Background: an optimization exercise with open tools, aiming at small area. Do not read the settings as production practice. In this exercise RTL edits were held to simulation tests only and were not proved equivalent to the original. Power is estimated from default activity; no workload was simulated.

red:
## pte_top
module pte_top (
    input             clk,
    input             rst,
    input      [1:0]  cfg_addr_width_m1,    
    input      [4:0]  cfg_page_log2,        
    input      [32:0] cfg_total_size,       
    input      [1:0]  cfg_cs_addr_bits,     
    input             cfg_bus_spi,          
    input      [7:0]  cfg_bus_selector,
    input      [7:0]  cfg_op_read,
    input      [7:0]  cfg_op_write,
    input      [7:0]  cfg_op_sread,
    input      [7:0]  cfg_op_swrite,
    input      [7:0]  cfg_op_read_status,
    input             cfg_secure_supported,
    input      [31:0] cfg_page_write_ms,
    input      [2:0]  cfg_cs_shift,
    input      [7:0]  cfg_cs_addr_mask,
    input      [7:0]  cfg_status_selector,
    input      [7:0]  cfg_status_busy_mask,
    input      [7:0]  cfg_status_fail_mask,
    input      [7:0]  cfg_dummy_byte,
    input      [31:0] now_ms,
    input             reg_we,
    input      [4:0]  reg_addr,
    input      [31:0] reg_wdata,
    output reg [31:0] reg_rdata,
    output            pkt_valid,
    input             pkt_ready,
    output reg [7:0]  pkt_sel,
    output reg        pkt_rx,
    output reg [31:0] pkt_len,
    output reg        pkt_start,
    output reg        pkt_stop,
    output     [7:0]  pkt_dummy,
    output            tx_valid,
    input             tx_ready,
    output     [7:0]  tx_data,
    input             rx_valid,
    output            rx_ready,
    input      [7:0]  rx_data,
    input             rsp_valid,
    output            rsp_ready,
    input      [7:0]  rsp_code,
    output            buf_req,
    output            buf_we,
    output     [31:0] buf_addr,
    output     [7:0]  buf_wdata,
    input             buf_gnt,
    input      [7:0]  buf_rdata
);
    localparam [7:0] R_PARAM     = 8'h01;
    localparam [7:0] R_RANGE     = 8'h02;
    localparam [7:0] R_ALIGN     = 8'h03;
    localparam [7:0] R_SIZE      = 8'h04;
    localparam [7:0] R_NOTREADY  = 8'h05;
    localparam [7:0] R_TIMEOUT   = 8'h06;
    localparam [7:0] R_INV_ADDR  = 8'h07;
  ...
Size: about 3300 cells after synthesis, roughly 410 I/O pins, about 24000 um2 of cells after synthesis.
clock: 10.0 ns
lec_check: 0
cap_margin: 20
core_margin: 2
core_utilization: 45
slew_margin: 20
standard.sh (not shown) runs the stock make flow with config.mk's settings and CLKGATE_MAP_FILE= SYNTH_SCRIPT=/design/flow/synth_recipe.tcl, a recipe that flattens the netlist after the stock synthesis.
==> flow/flow/run.sh <==
#!/bin/bash
# Own layout flow. It is the standard ORFS flow (standard.sh) with:
#  1. the standard synthesis, unchanged (standard.sh synth);
#  2. an area re-mapping of the combinational logic of that netlist
#     (flow/remap.ys: flip-flops kept as black boxes, so the registers, their
#     names and cell types are the standard synthesis's);
#  3. the rest of the standard flow, with two ORFS knobs from the environment:
#     every input and output port still gets a buffer, but a buf_1; and the
#     clock tree is built without dummy loads, from clkbuf_16 in clusters of
#     up to 20 sinks.
# Each tool writes its full output to a log file of its own in this folder
# (flow_*.log) or to its ORFS log under orfs/logs/.
set -euo pipefail
cd "$(dirname "$0")/.."
W=$(pwd)
R=$W/orfs/results/$FLOW_PLATFORM/pte_top/base
LIB=$FLOW_HOME/platforms/$FLOW_PLATFORM/lib/sky130_fd_sc_hd__tt_025C_1v80.lib

bash standard.sh synth > flow_synth.log 2>&1

cp "$R/1_2_yosys.v" "$W/flow_standard_netlist.v"
sed -e "s#@LIB@#$LIB#g" -e "s#@IN@#$W/flow_standard_netlist.v#" \
    -e "s#@OUT@#$W/flow_remapped.v#" -e "s#@TOP@#$FLOW_TOP#" flow/remap.ys > flow_remap.ys
yosys -l flow_remap.log -s flow_remap.ys > /dev/null 2>&1
# the re-mapped netlist must read back as a complete netlist of library cells
printf 'read_liberty -lib %s\nread_verilog %s\nhierarchy -top %s\ncheck -assert -mapped\n' \
    "$LIB" "$W/flow_remapped.v" "$FLOW_TOP" > flow_remap_check.ys
yosys -l flow_remap_check.log -s flow_remap_check.ys > /dev/null 2>&1
cp "$W/flow_remapped.v" "$R/1_2_yosys.v"
rm -f "$R/1_synth.odb"

export BUFFER_PORTS_ARGS="-buffer_cell sky130_fd_sc_hd__buf_1"
export CTS_ARGS="-sink_clustering_enable -repair_clock_nets -dont_use_dummy_load -buf_list {sky130_fd_sc_hd__clkbuf_16} -sink_clustering_size 20 -sink_clustering_max_diameter 60"
bash standard.sh > flow_make.log 2>&1
Other scripts of this flow, unchanged in this note and not shown: flow/flow/remap.ys
red: all stages complete, timing, DRC and antenna checks passed
Changes in blue relative to red:
-- flow/flow/run.sh --
<<< red, line 10
#     up to 20 sinks.
>>> blue, line 10
#     up to 26 sinks.
<<< red, line 33
export CTS_ARGS="-sink_clustering_enable -repair_clock_nets -dont_use_dummy_load -buf_list {sky130_fd_sc_hd__clkbuf_16} -sink_clustering_size 20 -sink_clustering_max_diameter 60"
>>> blue, line 33
export CTS_ARGS="-sink_clustering_enable -repair_clock_nets -dont_use_dummy_load -buf_list {sky130_fd_sc_hd__clkbuf_16} -sink_clustering_size 26 -sink_clustering_max_diameter 70"
-- flow/config.mk --
<<< red, line 10
export CORE_UTILIZATION = 45
>>> blue, line 10
export CORE_UTILIZATION = 50
[summary]
Overall routing resource usage ends up lower on red. From red to blue the numbers moved as follows: part of the total power dissipated in combinational logic +1.0 points; path length in cells of the critical path +1. Against red, blue reports a via count of the first global-routing pass that is higher.

[what the ideal ports hide]
No port has a modelled driver above. Below, the same layouts with a new extraction and two added sets of constraints. Step 1 (the two cells are an assumption about what drives the block):
set clk [get_ports {clk}]
set_driving_cell -lib_cell sky130_fd_sc_hd__clkbuf_16 $clk
set_driving_cell -lib_cell sky130_fd_sc_hd__buf_2 [delete_from_list [all_inputs] $clk]
Step 2 also shifts input and output timing later by t, the mid clock arrival at the registers, as if the neighbouring blocks saw the same clock. a / b / c = ideal / step 1 / step 2; a / b = the first two.
run	t (ns)	setup WS [ns]	hold WS [ns]
red	0.630	2.049 / 2.086 / 1.456	0.460 / 0.460 / 0.460
blue	0.686	2.241 / 2.281 / 1.595	0.460 / 0.460 / 0.460
After both steps setup and hold are still met in every run listed. The setup slack of blue, which loses most, moves by +0.040 ns with the drivers and by -0.646 ns with both steps.
